From an optimization exercise on the open Yosys and OpenROAD flow, aimed at small area; shortcuts taken in it are not production practice.
At most, simulation tests tie the RTL to the original design; equivalence was not proved.
Power figures rest on the tool's default switching activity, not on a simulated workload.

==> wip/tundra: inputs <==
==> flow/design.v (excerpt) <==
module pcal_engine (
    input  wire        clk,
    input  wire        rst,
    input  wire [7:0]  cfg_addr,
    input  wire [1:0]  cfg_forced,
    input  wire [7:0]  cfg_retries,
    input  wire        cfg_pin_hook,
    input  wire        cmd_valid,
    output wire        cmd_ready,
    input  wire [31:0] cmd_data,
    output wire        rsp_valid,
    output wire        rsp_ok,
    output wire [15:0] rsp_value,
    output wire        tr_valid,
    output wire [1:0]  tr_kind,
    output wire [6:0]  tr_dev,
    output wire [7:0]  tr_reg,
    output wire [7:0]  tr_wdata,
    input  wire        tr_done,
    input  wire        tr_ok,
    input  wire [7:0]  tr_rdata,
    output wire        evt_valid,
    output wire        evt_global,
    output wire [7:0]  evt_id,
    output wire [3:0]  evt_pin,
    output wire        evt_state,
    output wire [15:0] evt_status
);
clock: 8.0 ns
lec_check: 0
cap_margin: 20
core_margin: 2
core_utilization: 40
place_density: 0.6
slew_margin: 20
standard.sh (not shown) runs the stock make flow with config.mk's settings and CLKGATE_MAP_FILE= SYNTH_SCRIPT=/design/flow/synth_recipe.tcl, a recipe that flattens the netlist after the stock synthesis.
==> flow/flow/run.sh <==
#!/bin/bash
# Own layout flow: the standard layout, with three changes.
#  - synthesis: the standard flow's synthesis script unchanged, except that the ABC call
#    uses an area-oriented script (flow/area.abc) instead of ORFS's speed
#    script; registers are mapped before ABC runs, so they are untouched.
#  - port buffers: buffer_ports uses sky130_fd_sc_hd__buf_1.
#  - CTS: no dummy loads.
set -euo pipefail
W=$(pwd)
cat > "$W/own_synth.tcl" <<TCL
proc abc {args} {
  set out {}
  set skip 0
  foreach a \$args {
    if {\$skip} { set skip 0; continue }
    if {\$a eq "-script" || \$a eq "-constr"} { set skip 1; continue }
    lappend out \$a
  }
  yosys abc -script $W/flow/area.abc {*}\$out
}
source $W/synth_recipe.tcl
TCL
sed "s#SYNTH_SCRIPT=[^ ]*synth_recipe.tcl#SYNTH_SCRIPT=$W/own_synth.tcl#" standard.sh > own_standard.sh
grep -q own_synth.tcl own_standard.sh
export BUFFER_PORTS_ARGS="-buffer_cell sky130_fd_sc_hd__buf_1"
export CTS_ARGS="-sink_clustering_enable -repair_clock_nets -dont_use_dummy_load -buf_list sky130_fd_sc_hd__clkbuf_8 -sink_clustering_size 20 -sink_clustering_max_diameter 50"
bash own_standard.sh > "$W/flow_make.log" 2>&1
==> flow/flow/area.abc <==
strash
&get -n
&fraig -x
&put
scorr
dc2
strash
&get -n
&dch -f
&nf -R 1000
&put
==> wip/sierra (differences from wip/tundra) <==
--- a/flow/design.v
+++ b/flow/design.v
@@ -28,21 +28,22 @@
 );
     localparam [4:0] S_CLR  = 5'd0,  S_IDLE = 5'd1,  S_LIST = 5'd2,  S_EXEC = 5'd3,
                      S_HPIN = 5'd4,  S_HINI = 5'd5,  S_DOF  = 5'd6,  S_DET0 = 5'd7,
                      S_DET1 = 5'd8,  S_DET2 = 5'd9,  S_POST = 5'd10, S_GATE = 5'd11,
                      S_LR   = 5'd12, S_LW   = 5'd13, S_RST  = 5'd14, S_ANS  = 5'd15,
                      S_CBW  = 5'd17, S_HX   = 5'd18, S_EVG  = 5'd19,
-                     S_EVW  = 5'd20, S_EVP  = 5'd21, S_RESP = 5'd22, S_RFL  = 5'd23;
+                     S_EVW  = 5'd20, S_EVP  = 5'd21, S_RESP = 5'd22, S_RFL  = 5'd23,
+                     S_HXW  = 5'd24, S_SNW  = 5'd25, S_SNP  = 5'd26;
     reg [2:0]  ab;           
     reg [7:0]  retries;
     reg [1:0]  forced;
     reg        hook;
     reg [4:0]  err;          
     reg [1:0]  variant;
     reg        init;
-    reg [15:0] snap;
+    reg [15:0] snr;          
     reg [7:0]  gcb;
     reg [7:0]  cid [0:15];   
     reg [1:0]  ced [0:15];   
     reg [3:0]  pos;
     reg [4:0]  state;
     reg [6:0]  op;
@@ -52,12 +53,15 @@
     reg [15:0] M;
     reg [7:0]  att;
     reg        t6;
     reg [3:0]  tl;
     reg [1:0]  s;
     wire [7:0] B0 = X[7:0], B1 = X[15:8], B2 = X[23:16], B3 = X[31:24];
+    wire [15:0] stv  = {B2, B0};
+    wire [15:0] curv = {B3, B1};
+    wire        cur_b = curv[pos];
     wire o_init   = op == 7'h01, o_detect = op == 7'h02, o_setret = op == 7'h03,
          o_geterr = op == 7'h04, o_clrerr = op == 7'h05, o_getvar = op == 7'h06,
          o_hasext = op == 7'h07, o_getadr = op == 7'h08, o_chaddr = op == 7'h09,
          o_rdpin  = op == 7'h13, o_rdpinl = op == 7'h14, o_tgl    = op == 7'h17,
          o_rstdef = op == 7'h1B, o_drvl   = op == 7'h27, o_drvget = op == 7'h28,
          o_intcfg = op == 7'h2C, o_intcfl = op == 7'h2D, o_intmsk = op == 7'h2E,
@@ -141,14 +145,15 @@
     wire h_tgl    = (ho == 8'h17);
     wire h_drv    = (ho == 8'h26);
     wire h_inv    = (ho == 8'h2C);
     wire e_legal = (cmd_data[31:16] == 16'd0) && z7_2 &&
                    (o_drvl || (o_rdpinl ? (cmd_data[1:0] == 2'd0) : !cmd_data[1]));
     wire        s_list = (state == S_LIST);
-    wire [3:0]  dpin = s_list ? cmd_data[11:8] : pn;
-    wire [1:0]  ev   = s_list ? cmd_data[1:0] : X[1:0];
+    wire        s_hx = (state == S_HX);
+    wire [3:0]  dpin = s_list ? cmd_data[11:8] : (s_hx ? pos : pn);
+    wire [1:0]  ev   = s_list ? cmd_data[1:0] : (s_hx ? {1'b0, cur_b ^ snr[0]} : X[1:0]);
     wire [15:0] dec  = 16'd1 << dpin;
     reg [15:0] Me;
     reg [31:0] Xe;
     integer k;
     always @(*) begin
         for (k = 0; k < 16; k = k + 1)
@@ -198,17 +203,14 @@
         a0 = 1'b0; a1 = 1'b0;
         for (k = 0; k < 16; k = k + 1) begin
             a0 = a0 | X[2*k];
             a1 = a1 | X[2*k+1];
         end
     end
-    wire [15:0] stv  = {B2, B0};
-    wire [15:0] curv = {B3, B1};
     wire [1:0] hed   = ced[0];
-    wire       cur_b = curv[pos];
-    wire       chg   = snap[pos] ^ cur_b;
+    wire       chg   = snr[0] ^ cur_b;
     wire       fire  = stv[pos] && chg &&
                        ((hed == 2'd2) || ((hed == 2'd0) && cur_b) || ((hed == 2'd1) && !cur_b));
     assign cmd_ready  = (state == S_IDLE) || (state == S_LIST);
     assign rsp_valid  = (state == S_RESP) || (state == S_RFL);
     assign rsp_ok     = (state == S_RESP);
     assign rsp_value  = stv & {16{valop && (state == S_RESP)}};
@@ -216,21 +218,23 @@
     assign evt_global = (state == S_EVG);
     assign evt_id     = (state == S_EVG) ? gcb : cid[0];
     assign evt_pin    = pos;
     assign evt_state  = cur_b;
     assign evt_status = stv;
     wire ring_wr = (state == S_CLR) || ((state == S_CBW) && (pos == pn));
+    wire snap_wr = (state == S_CLR) || (state == S_SNP) || (state == S_EVP);
     wire [1:0] ring_ed = B0[1:0] | {2{(state == S_CLR) || o_cbunrg}};
     integer i;
     always @(posedge clk) begin
         for (i = 0; i < 15; i = i + 1) begin
             cid[i] <= cid[i + 1];
             ced[i] <= ced[i + 1];
         end
         cid[15] <= ring_wr ? B2 : cid[0];
         ced[15] <= ring_wr ? ring_ed : ced[0];
+        snr     <= {snap_wr ? (cur_b && (state != S_CLR)) : snr[0], snr[15:1]};
         pos     <= rst ? 4'd0 : pos + 4'd1;
     end
     wire [7:0] caddr = (cfg_addr < 8'h20) ? 8'h20 : (cfg_addr > 8'h27) ? 8'h27 : cfg_addr;
     wire [4:0] clrset = {1'b0, gated, c_wf, c_rf, a_pins};
     always @(posedge clk) begin
         if (rst) begin
@@ -238,13 +242,12 @@
             retries <= cfg_retries;
             forced  <= cfg_forced;
             hook    <= cfg_pin_hook;
             err     <= 5'd0;
             variant <= 2'd0;
             init    <= 1'b0;
-            snap    <= 16'd0;
             gcb     <= 8'd0;
             state   <= S_CLR;
         end else begin
             case (state)
             S_CLR: if (pos == 4'd15) state <= S_IDLE;
             S_IDLE: if (cmd_valid) begin
@@ -383,16 +386,17 @@
                         if (pmod || merge || o_drv)
                             state <= S_LW;
                         else if (o_rdpin || o_drvget)
                             state <= S_ANS;
                         else if (o_handle) begin
                             if (t6) begin t6 <= 1'b0; tl <= 4'd0; end
-                            else state <= S_HX;
-                        end else begin
+                            else state <= (variant == 2'd2) ? S_EVG : S_HXW;
+                        end else if (o_cbreg)
+                            state <= S_SNW;
+                        else
                             state <= S_RESP;     
-                        end
                     end
                 end
             end
             S_LW: if (act && tr_done && !fin) att <= att - 8'd1;
             else if (!act || fin) begin
                 if (act) begin att <= retries; err[2] <= !tr_ok; end
@@ -427,26 +431,23 @@
             S_CBW: if (pos == pn) begin
                 if (o_cbreg)
                     state <= S_LR;
                 else
                     state <= S_RESP;
             end
+            S_HXW: if (pos == 4'd15) state <= S_HX;
             S_HX: begin
-                if (variant != 2'd2) begin
-                    X[7:0]   <= B1 ^ snap[7:0];
-                    X[23:16] <= B3 ^ snap[15:8];
-                end
-                state <= S_EVG;
+                X <= Xe;
+                if (pos == 4'd15) state <= S_EVG;
             end
+            S_SNW: if (pos == 4'd15) state <= S_SNP;
+            S_SNP: if (pos == 4'd15) state <= S_RESP;
             S_EVG: state <= S_EVW;
             S_EVW: if (pos == 4'd15) state <= S_EVP;
             S_EVP: if (pos == 4'd15) state <= S_RESP;
-            S_RESP: begin
-                if (o_cbreg || o_handle) snap <= curv;
-                state <= S_IDLE;
-            end
+            S_RESP: state <= S_IDLE;
             S_RFL: state <= S_IDLE;
             default: state <= S_IDLE;
             endcase
         end
     end
 endmodule
--- a/flow/flow/run.sh
+++ b/flow/flow/run.sh
@@ -20,8 +20,8 @@
 }
 source $W/synth_recipe.tcl
 TCL
 sed "s#SYNTH_SCRIPT=[^ ]*synth_recipe.tcl#SYNTH_SCRIPT=$W/own_synth.tcl#" standard.sh > own_standard.sh
 grep -q own_synth.tcl own_standard.sh
 export BUFFER_PORTS_ARGS="-buffer_cell sky130_fd_sc_hd__buf_1"
-export CTS_ARGS="-sink_clustering_enable -repair_clock_nets -dont_use_dummy_load -buf_list sky130_fd_sc_hd__clkbuf_8 -sink_clustering_size 20 -sink_clustering_max_diameter 50"
+export CTS_ARGS="-sink_clustering_enable -repair_clock_nets -dont_use_dummy_load -buf_list sky130_fd_sc_hd__clkbuf_8 -sink_clustering_size 14 -sink_clustering_max_diameter 80"
 bash own_standard.sh > "$W/flow_make.log" 2>&1
==> flow/flow/area.abc (replaced) <==
strash
&get -n
&fraig -x
&put
scorr
dc2
strash
&get -n
&dch -f
&nf -R 1000
&put
strash
&get -n
&dch -f
&nf -R 1000
&put
==> wip/delta (differences from wip/tundra) <==
--- a/flow/design.v
+++ b/flow/design.v
@@ -83,12 +83,29 @@
     wire pfmt     = pmod || o_rdpin || o_drvget || (op == 7'h26);
     wire mfmt     = (op == 7'h11) || (op == 7'h19) || (op == 7'h21) || (op == 7'h24) ||
                     (op == 7'h2A);
     wire rdop     = o_rdpin || o_rdpinl || o_drvget;
     wire valop    = o_geterr || o_getvar || o_hasext || o_getadr || o_detect || rdop ||
                     o_intst || o_handle;
+    reg [4:0] bsel;
+    always @(*) begin
+        case (op)
+            7'h10, 7'h11, 7'h12:          bsel = 5'b0_0110;    
+            7'h15, 7'h16, 7'h17:          bsel = 5'b0_0010;    
+            7'h18, 7'h19, 7'h1A:          bsel = 5'b0_0100;    
+            7'h20, 7'h21, 7'h22:          bsel = 5'b1_0110;    
+            7'h23, 7'h24, 7'h25:          bsel = 5'b1_1000;    
+            7'h29, 7'h2A, 7'h2B:          bsel = 5'b1_0100;    
+            7'h2C, 7'h2D, 7'h2E:          bsel = 5'b1_1010;    
+            7'h2F:                        bsel = 5'b1_1100;    
+            7'h30:                        bsel = 5'b1_1111;    
+            7'h26, 7'h27, 7'h28:          bsel = 5'b1_0000;    
+            7'h43:                        bsel = {5{variant == 2'd2}} & 5'b1_1100;
+            default:                      bsel = 5'b0_0000;    
+        endcase
+    end
     wire [7:0] ho = cmd_data[31:24];
     wire z23_16 = cmd_data[23:16] == 8'd0;
     wire z15_8  = cmd_data[15:8] == 8'd0;
     wire z7_2   = cmd_data[7:2] == 6'd0;
     wire z23_8  = z23_16 && z15_8;
     wire z23_0  = z23_8 && z7_2 && (cmd_data[1:0] == 2'd0);
@@ -117,29 +134,12 @@
                 begin h_legal = z23_8 && z7_2; h_n = 1'b1; end
             8'h40:
                 begin h_legal = z7_2 && !z15_8 && (cmd_data[1:0] != 2'd3); h_n = 1'b1; end
             default: h_n = 1'b1;
         endcase
     end
-    reg [4:0] bsel;
-    always @(*) begin
-        case (ho)
-            8'h10, 8'h11, 8'h12:          bsel = 5'b0_0110;    
-            8'h15, 8'h16, 8'h17:          bsel = 5'b0_0010;    
-            8'h18, 8'h19, 8'h1A:          bsel = 5'b0_0100;    
-            8'h1B:                        bsel = 5'b0_0010;    
-            8'h20, 8'h21, 8'h22:          bsel = 5'b1_0110;    
-            8'h23, 8'h24, 8'h25:          bsel = 5'b1_1000;    
-            8'h29, 8'h2A, 8'h2B:          bsel = 5'b1_0100;    
-            8'h2C, 8'h2D, 8'h2E:          bsel = 5'b1_1010;    
-            8'h2F, 8'h43:                 bsel = 5'b1_1100;    
-            8'h30:                        bsel = 5'b1_1111;    
-            8'h26, 8'h27, 8'h28:          bsel = 5'b1_0000;    
-            default:                      bsel = 5'b0_0000;    
-        endcase
-    end
     wire h_rdread = (ho == 8'h13) || (ho == 8'h28);
     wire h_tgl    = (ho == 8'h17);
     wire h_drv    = (ho == 8'h26);
     wire h_inv    = (ho == 8'h2C);
     wire e_legal = (cmd_data[31:16] == 16'd0) && z7_2 &&
                    (o_drvl || (o_rdpinl ? (cmd_data[1:0] == 2'd0) : !cmd_data[1]));
@@ -176,14 +176,13 @@
     wire [1:0] lowb  = drvmode ? s : {tl[1], s[1] | tl[0]};
     assign tr_valid = (state == S_HPIN) || (state == S_HINI) || s_det ||
                       (state == S_RST) || (s_loop && act);
     assign tr_kind  = (state == S_HPIN) ? 2'd3 : (state == S_HINI) ? 2'd2 :
                       s_wr ? 2'd1 : 2'd0;
     assign tr_dev   = {4'b0100, ab};
-    assign tr_reg   = s_det ? {1'b0, state == S_DET1, 6'd0} :
-                      {1'b0, t6, 2'b00, tl[3:2], s_loop ? lowb : tl[1:0]};
+    assign tr_reg   = {1'b0, t6, 2'b00, tl[3:2], s_loop ? lowb : tl[1:0]};
     wire [7:0] tmask = o_tgl ? (8'd1 << pn[2:0]) : 8'd0;
     wire       rsc   = !((tl[3:1] == 3'b010) || (tl == 4'hF));
     assign tr_wdata = (state == S_HPIN) ? {5'd0, ab} :
                       (state == S_RST)  ? {8{rsc}} : (B0 ^ tmask);
     wire hook_k = (state == S_HPIN) || (state == S_HINI);
     wire fin    = tr_valid && tr_done && (hook_k || tr_ok || s_det || (att == 8'd0));
@@ -249,14 +248,12 @@
             S_CLR: if (pos == 4'd15) state <= S_IDLE;
             S_IDLE: if (cmd_valid) begin
                 op     <= cmd_data[30:24];
                 bad    <= !h_legal || cmd_data[31];
                 pinbad <= |cmd_data[23:20];
                 pn     <= cmd_data[19:16];
-                t6     <= bsel[4];
-                tl     <= bsel[3:0];
                 att    <= cmd_data[7:0];
                 M <= h_m ? cmd_data[15:0] : 16'd0;
                 X <= {cmd_data[15:8], cmd_data[15:8], cmd_data[7:0], cmd_data[7:0]};
                 state <= (h_list && (cmd_data[7:0] != 8'd0)) ? S_LIST : S_EXEC;
             end
             S_LIST: if (cmd_valid) begin
@@ -304,28 +301,30 @@
             S_HINI: if (fin) begin
                 att <= retries;
                 if (tr_ok) state <= S_DOF;
                 else begin state <= S_RFL; end
             end
             S_DOF: begin
+                t6 <= 1'b0; tl <= 4'd0;
                 if (forced != 2'd0) begin
                     variant <= forced;
                     state   <= S_POST;
                 end else
                     state   <= S_DET0;
             end
             S_DET0: if (fin) begin
                 att <= retries;
                 err[1] <= !tr_ok;
-                if (tr_ok) state <= S_DET1;
+                if (tr_ok) begin t6 <= 1'b1; state <= S_DET1; end
                 else begin variant <= 2'd0; state <= S_POST; end
             end
             S_DET1: if (fin) begin
                 att <= retries;
                 err[1] <= !tr_ok;
                 variant <= tr_ok ? 2'd2 : 2'd1;
+                t6      <= 1'b0;
                 state   <= S_DET2;
             end
             S_DET2: if (fin) begin
                 att <= retries;
                 err[1] <= !tr_ok;
                 if (!tr_ok) variant <= 2'd0;
@@ -344,22 +343,23 @@
             S_GATE: begin
                 if (gated && variant != 2'd2) begin
                     err[3] <= 1'b1;
                     state <= S_RFL;
                 end else begin
                     err <= err & ~clrset;
+                    t6  <= bsel[4];
+                    tl  <= bsel[3:0];
                     s   <= 2'd0;
-                    if (o_handle && variant != 2'd2) begin t6 <= 1'b0; tl <= 4'd0; end
                     if (pmod || merge || o_rdpin || o_rdpinl || o_drvget || o_intst ||
                         o_handle || o_drv)
                         state <= S_LR;
                     else if (o_intmsk || o_omode)
                         state <= S_LW;
-                    else if (o_rstdef)
-                        state <= S_RST;
-                    else if (o_cbreg || o_cbunrg)
+                    else if (o_rstdef) begin
+                        t6 <= 1'b0; tl <= 4'd2; state <= S_RST;
+                    end else if (o_cbreg || o_cbunrg)
                         state <= S_CBW;
                     else begin
                         state <= S_RESP;
                         if (o_setret) retries <= B0;
                         if (o_geterr) X[5:0] <= {err[4:1], 1'b0, err[0]};
                         if (o_clrerr) err <= err & ~{B0[5:2], B0[0]};
@@ -422,15 +422,15 @@
                 end else if (tl == 4'hB) begin
                     tl <= 4'hF;
                 end else
                     tl <= tl + 4'd1;
             end
             S_CBW: if (pos == pn) begin
-                if (o_cbreg)
-                    state <= S_LR;
-                else
+                if (o_cbreg) begin
+                    t6 <= 1'b0; tl <= 4'd0; state <= S_LR;
+                end else
                     state <= S_RESP;
             end
             S_HX: begin
                 if (variant != 2'd2) begin
                     X[7:0]   <= B1 ^ snap[7:0];
                     X[23:16] <= B3 ^ snap[15:8];
--- a/flow/flow/run.sh
+++ b/flow/flow/run.sh
@@ -20,8 +20,8 @@
 }
 source $W/synth_recipe.tcl
 TCL
 sed "s#SYNTH_SCRIPT=[^ ]*synth_recipe.tcl#SYNTH_SCRIPT=$W/own_synth.tcl#" standard.sh > own_standard.sh
 grep -q own_synth.tcl own_standard.sh
 export BUFFER_PORTS_ARGS="-buffer_cell sky130_fd_sc_hd__buf_1"
-export CTS_ARGS="-sink_clustering_enable -repair_clock_nets -dont_use_dummy_load -buf_list sky130_fd_sc_hd__clkbuf_8 -sink_clustering_size 20 -sink_clustering_max_diameter 50"
+export CTS_ARGS="-sink_clustering_enable -repair_clock_nets -dont_use_dummy_load -buf_list sky130_fd_sc_hd__clkbuf_8 -sink_clustering_size 12 -sink_clustering_max_diameter 50"
 bash own_standard.sh > "$W/flow_make.log" 2>&1
Settings changed: CORE_UTILIZATION 40 to 50.
==> qor summary <==
Post-Synth Adder-Cell Area: wip/delta 0.6660%; wip/tundra 0.6685%; wip/sierra 0.6985%
Outcome: wip/delta complete, no violations; wip/tundra complete, no violations; wip/sierra complete, no violations
Clk latency of the worst-skew pair: wip/delta 560 ps; wip/tundra 610 ps; wip/sierra 580 ps
Count of plain and timing-repair buffers in the layout: wip/delta 153; wip/tundra 159; wip/sierra 160
Final layout net count: wip/delta 1686; wip/tundra 1683; wip/sierra 1586
Dpl hpwl: wip/delta 36120 µm; wip/tundra 38520 µm; wip/sierra 35090 µm
Peak VDD IR: wip/delta 226.7 µV; wip/tundra 116.7 µV; wip/sierra 126.6 µV
Finished layout cell area: wip/delta 0.01469 mm²; wip/tundra 0.01483 mm²; wip/sierra 0.01410 mm²
Endpoint kind of the worst setup timing path: wip/delta flop; wip/tundra primary output; wip/sierra primary output
GR Util All Layers: wip/delta 34.34%; wip/tundra 30.10%; wip/sierra 28.19%
Crit Path Class: wip/delta flop to flop; wip/tundra flop to primary output; wip/sierra flop to primary output
Final-layout worst hold slack: wip/delta 321.9 ps; wip/tundra 251.1 ps; wip/sierra 321.8 ps
Antenna Diode Count: wip/delta 2; wip/tundra 0; wip/sierra 0
Netlist Area Pre-Place: wip/delta 0.01315 mm²; wip/tundra 0.01310 mm²; wip/sierra 0.01254 mm²
Instance count of the mapped netlist: wip/delta 1428; wip/tundra 1419; wip/sierra 1329
Total instance count after detailed placement: wip/delta 1911; wip/tundra 2018; wip/sierra 1883
Int Pwr: wip/delta 0.001982 W; wip/tundra 0.001943 W; wip/sierra 0.002738 W
Relative contribution of the clock network to total power: wip/delta 35.3%; wip/tundra 34.9%; wip/sierra 17.7%
Met1 wire length: wip/delta 19520 µm; wip/tundra 22200 µm; wip/sierra 20230 µm
Switching fraction of total power: wip/delta 22.63%; wip/tundra 22.96%; wip/sierra 35.71%
For wip/tundra and wip/delta, only the layout was checked, not whether the RTL still works.

==> static timing again, ports no longer ideal <==
In the flow no input, the clock included, has a driving cell. The finished layouts below were timed again as built, in two steps.
Step 1 assumes that a clkbuf_16 drives the clock port and a buf_2 every other input.
Step 2 times the ports against the registers' clock, not the clock port: input delays grow and output delays shrink by t, the midpoint of the rising clock arrivals with the driver on.
Three values: ideal, step 1, step 2; two values: the first two.
| run | shift t [ns] | setup slack, ns | worst setup path after step 2 |
|---|---|---|---|
| wip/tundra | 0.613 | 2.376 / 2.329 / 2.427 | register to register |
| wip/sierra | 0.605 | 2.274 / 2.226 / 2.831 | register to output |
| wip/delta | 0.578 | 1.606 / 1.566 / 1.606 | register to register |
After both steps every run listed still meets setup and hold.
